This design comes from an exercise in tuning for small area, a short achievable clock period and few clock cycles per item on the open sky130 flow, not from production work.
In this exercise RTL edits were held to simulation tests only and were not proved equivalent to the original.
Power is estimated from default activity; no workload was simulated.

==> flow/design.v <==
module bit_encoder (
    input  wire        clk,
    input  wire        rst,         
    input  wire        cmd_valid,
    output wire        cmd_ready,
    input  wire [31:0] cmd_data,
    output wire        out_valid,
    input  wire        out_ready,
    output wire [7:0]  out_data,
    output wire [15:0] status,
    output wire        err
);
    localparam [1:0] CAUSE_BAD_OP    = 2'd1;
    localparam [1:0] CAUSE_RSVD_NZ   = 2'd2;
    localparam [1:0] CAUSE_BAD_WIDTH = 2'd3;
    reg [7:1]  pb;
    reg [2:0]  pn;
    reg        err_q;
    reg [1:0]  ecause;
    reg        trunc;
    reg [7:0]  ob0;
    reg [7:0]  ob1;
    reg        ov;
    reg        ov2;
    wire [7:0] pb8 = {pb, 1'b0};
    wire [1:0]  op    = cmd_data[31:30];
    wire [4:0]  width = cmd_data[20:16];
    wire [15:0] value = cmd_data[15:0];
    wire rsvd_nz   = |cmd_data[29:21];
    wire low_nz    = |cmd_data[20:0];
    wire width_bad = (width == 5'd0) || (width > 5'd16);
    wire is_flush  = (op == 2'b01) && !rsvd_nz && !low_nz;
    wire is_encode = (op == 2'b00) && !rsvd_nz && !width_bad;
    wire [1:0] cause = op[1]                 ? CAUSE_BAD_OP :
                       (op[0] || rsvd_nz)    ? CAUSE_RSVD_NZ :
                                               CAUSE_BAD_WIDTH;
    wire       g0     = pn[0] & width[0];
    wire       p1     = pn[1] ^ width[1];
    wire       c1     = (pn[1] & width[1]) | (p1 & g0);
    wire       p2     = pn[2] ^ width[2];
    wire       c2     = (pn[2] & width[2]) | (p2 & c1);
    wire [2:0] pn_new = {p2 ^ c1, p1 ^ g0, pn[0] ^ width[0]};
    wire       nb0    = width[4] | width[3] | c2;      
    wire       nb2    = width[4] | (width[3] & c2);
    wire       nb_lane1 = !width[4] && (width[3] ^ c2);
    wire [23:0] ys0 = pn_new[0] ? {1'b0, value, 7'd0} : {value, 8'd0};
    wire [23:0] ys1 = pn_new[1] ? {2'b0, ys0[23:2]}  : ys0;
    wire [23:0] y   = pn_new[2] ? {4'b0, ys1[23:4]}  : ys1;
    wire [7:0]  lane  = nb2 ? y[23:16] : nb_lane1 ? y[15:8] : y[7:0];
    wire [7:0]  pmask = 8'hFF >> pn;
    wire [7:0]  top   = pb8 | (lane & pmask);
    wire [7:0]  byte1 = y[15:8];
    wire [7:0]  pb_lo = y[7:0];
    wire [7:0]  pb_nx = nb0 ? pb_lo : top;
    wire value_trunc = (|(lane & ~pmask))
                     | (!nb0 && (|y[15:8]))
                     | (!nb2 && (|y[23:16]));
    assign cmd_ready = !ov2 && (!ov || out_ready);
    wire   accept    = cmd_valid && cmd_ready;
    assign out_valid = ov;
    assign out_data  = ob0;
    always @(posedge clk) begin
        if (rst) begin
            ob0 <= 8'd0;
            ob1 <= 8'd0;
        end else begin
            if (!ov || out_ready)
                ob0 <= ov2 ? ob1 : top;
            if (!ov2)
                ob1 <= byte1;
        end
    end
    always @(posedge clk) begin
        if (rst) begin
            pb     <= 7'd0;
            pn     <= 3'd0;
            err_q  <= 1'b0;
            ecause <= 2'd0;
            trunc  <= 1'b0;
            ov     <= 1'b0;
            ov2    <= 1'b0;
        end else if (accept) begin
            ov  <= (is_encode && nb0) || (is_flush && pn != 3'd0);
            ov2 <= is_encode && nb2;
            if (is_encode) begin
                pb  <= pb_nx[7:1];
                pn  <= pn_new;
                if (value_trunc)
                    trunc <= 1'b1;
            end else if (is_flush) begin
                pb  <= 7'd0;
                pn  <= 3'd0;
            end else if (!err_q) begin
                err_q  <= 1'b1;
                ecause <= cause;
            end
        end else if (ov && out_ready) begin
            ov  <= ov2;
            ov2 <= 1'b0;
        end
    end
    assign status = {1'b0, trunc, ecause, err_q, pn, pb8};
    assign err    = err_q;
endmodule
==> flow/config.mk <==
export PLATFORM = sky130hd
export DESIGN_NAME = bit_encoder
export DESIGN_NICKNAME = bit_encoder
export VERILOG_FILES = /design/flow/design.v
export SDC_FILE = /design/flow/constraint.sdc
export NUM_CORES = 4
export LEC_CHECK = 0
export ABC_AREA = 1
export CAP_MARGIN = 20
export CORE_MARGIN = 2
export CORE_UTILIZATION = 40
export CTS_BUF_LIST = sky130_fd_sc_hd__clkbuf_2 sky130_fd_sc_hd__clkbuf_4
export CTS_CLUSTER_SIZE = 40
export PLACE_DENSITY = 0.6
export SETUP_SLACK_MARGIN = 3.2
export SLEW_MARGIN = 20
==> flow/constraint.sdc <==
create_clock -name core_clock -period 6.0 [get_ports {clk}]
set_input_delay 1.2000 -clock core_clock [delete_from_list [all_inputs] [get_ports {clk}]]
set_output_delay 1.2000 -clock core_clock [all_outputs]
set_load 0.01 [all_outputs]
standard.sh (not shown) runs the stock make flow with config.mk's settings and CLKGATE_MAP_FILE= SYNTH_SCRIPT=/design/flow/synth_recipe.tcl, a recipe that flattens the netlist after the stock synthesis.
==> flow/flow/run.sh <==
#!/bin/bash
# Standard ORFS layout (the standard.sh) with two changes:
#  - the port buffers are made from the smallest buffer cell
#    (sky130_fd_sc_hd__buf_1) instead of buffer_ports' default choice;
#    timing repair still resizes them where the paths need it;
#  - synthesis leaves adders as plain gates for abc (ADDER_MAP_FILE empty)
#    rather than extracting them into fa/ha cells.
# Registers, their names and the synthesis script are otherwise unchanged.
set -uo pipefail
export BUFFER_PORTS_ARGS="-buffer_cell sky130_fd_sc_hd__buf_1"
bash standard.sh ADDER_MAP_FILE= finish > standard_flow.log 2>&1
status=$?
cp -r orfs/logs/sky130hd/bit_encoder/base orfs_logs 2>/dev/null
exit $status
The baseline went through all stages and came out clean.
Testbench counts at the start, summed over its fixed seeds: cycles 13,921, items 13,063.
==> next run, changes <==
==> flow/flow/run.sh (replaced) <==
#!/bin/bash
# Standard ORFS layout (the standard.sh) with these changes:
#  - synthesis maps the logic with the ABC script flow/abc_area.script
#    (an area-oriented &nf mapping; needs ABC_AREA 1 in config.mk) in place
#    of ORFS's abc_area.script: ORFS's scripts are copied to scripts/ and only
#    that file is replaced;
#  - synthesis leaves adders as plain gates for abc (ADDER_MAP_FILE empty)
#    rather than extracting them into fa/ha cells;
#  - the port buffers are made from the smallest buffer cell
#    (sky130_fd_sc_hd__buf_1) instead of buffer_ports' default choice;
#    timing repair still resizes them where the paths need it;
#  - clock tree synthesis adds no dummy load cells.
# Registers, their names and the rest of the synthesis script are unchanged.
set -uo pipefail
here=$(pwd)
rm -rf "$here/scripts"
cp -r "$FLOW_HOME/scripts" "$here/scripts"
cp "$here/flow/abc_area.script" "$here/scripts/abc_area.script"
export BUFFER_PORTS_ARGS="-buffer_cell sky130_fd_sc_hd__buf_1"
export CTS_ARGS="-sink_clustering_enable -repair_clock_nets -dont_use_dummy_load -sink_clustering_size 40 -buf_list {sky130_fd_sc_hd__clkbuf_2 sky130_fd_sc_hd__clkbuf_4}"
bash standard.sh ADDER_MAP_FILE= SCRIPTS_DIR="$here/scripts" finish > standard_flow.log 2>&1
status=$?
cp -r orfs/logs/sky130hd/bit_encoder/base orfs_logs 2>/dev/null
rm -rf "$here/scripts"
exit $status
==> flow/flow/abc_area.script (new file) <==
strash
&get -n
&dch -f
&nf -R 1000 -p
&put
topo
stime -c
buffer -c
upsize -c
dnsize -c
- CTS_BUF_LIST: sky130_fd_sc_hd__clkbuf_2 sky130_fd_sc_hd__clkbuf_4 -> default
- CTS_CLUSTER_SIZE: 40 -> default
- SETUP_SLACK_MARGIN: 3.2 -> 3.1
=> Total power climbs by 2.3%. Wire length climbs by 2.1%. Worst setup slack loses 0.54 ns. Fmax drops by 16%. Utilization climbs by 14 points.
==> next run, changes <==
==> flow/flow/run.sh (replaced) <==
#!/bin/bash
# Standard ORFS layout (the standard.sh) with these changes:
#  - the port buffers are made from the smallest buffer cell
#    (sky130_fd_sc_hd__buf_1) instead of buffer_ports' default choice;
#    timing repair still resizes them where the paths need it;
#  - synthesis leaves adders as plain gates for abc (ADDER_MAP_FILE empty)
#    rather than extracting them into fa/ha cells;
#  - clock tree synthesis adds no dummy load cells.
# Registers, their names and the synthesis script are otherwise unchanged.
set -uo pipefail
export BUFFER_PORTS_ARGS="-buffer_cell sky130_fd_sc_hd__buf_1"
export CTS_ARGS="-sink_clustering_enable -repair_clock_nets -dont_use_dummy_load -sink_clustering_size 40 -buf_list {sky130_fd_sc_hd__clkbuf_2 sky130_fd_sc_hd__clkbuf_4}"
bash standard.sh ADDER_MAP_FILE= finish > standard_flow.log 2>&1
status=$?
cp -r orfs/logs/sky130hd/bit_encoder/base orfs_logs 2>/dev/null
exit $status
- SETUP_SLACK_MARGIN: 3.1 -> 3.2
removed: flow/flow/abc_area.script
Result: The changed run ran to the end with no violations; core utilization is lower by 15 points; cell area is lower by 11%; total power is lower by 12%; count of clock-buffer cells in the layout stays the same; area after synthesis is higher by 14%; worst setup slack gains 0.54 ns.
==> next run, changes <==
- CORE_UTILIZATION: 40 -> 30
- SETUP_SLACK_MARGIN: 3.2 -> 3.05
Result:
- cell area decreases slightly
- global-route usage decreases by 5.6 points
- core utilization came out lower by 14 points
- setup slack is worse by 0.030 ns
- non-clock buffer count is lower by 7
- wire length falls slightly

what the ideal ports hide:
The flow's constraints put no driver on any port. The routed layouts listed below were extracted and timed again, unchanged, in two steps. Step 1 (the two cells are an assumption about what drives the block):
set clk [get_ports {clk}]
set_driving_cell -lib_cell sky130_fd_sc_hd__clkbuf_16 $clk
set_driving_cell -lib_cell sky130_fd_sc_hd__buf_2 [delete_from_list [all_inputs] $clk]
Step 2 moves the port delays by t, midway between the first and last clock arrival at a register: inputs arrive t later, outputs are due t later. That takes back most of the time a late clock gives input paths. Slacks: no drivers / after step 1 / after step 2; pairs: no drivers / after step 1.
| run | shift t [ns] | setup slack, ns | hold WS [ns] | latest minus earliest clock arrival (ns) |
|---|---|---|---|---|
| the first run | 0.356 | 3.173 / 3.141 / 2.935 | 0.476 / 0.476 / 0.476 | 0.004 / 0.003 |
| the second run | 0.358 | 2.629 / 2.597 / 2.238 | 0.459 / 0.459 / 0.459 | 0.022 / 0.023 |
| the third run | 0.343 | 3.165 / 3.133 / 2.931 | 0.475 / 0.475 / 0.475 | 0.022 / 0.022 |
| the fourth run | 0.353 | 3.135 / 3.114 / 2.845 | 0.468 / 0.468 / 0.468 | 0.016 / 0.016 |
After both steps every run listed still meets setup and hold. For the second run, which loses most, drivers alone change the setup slack by -0.032 ns; drivers and shift together by -0.391 ns.
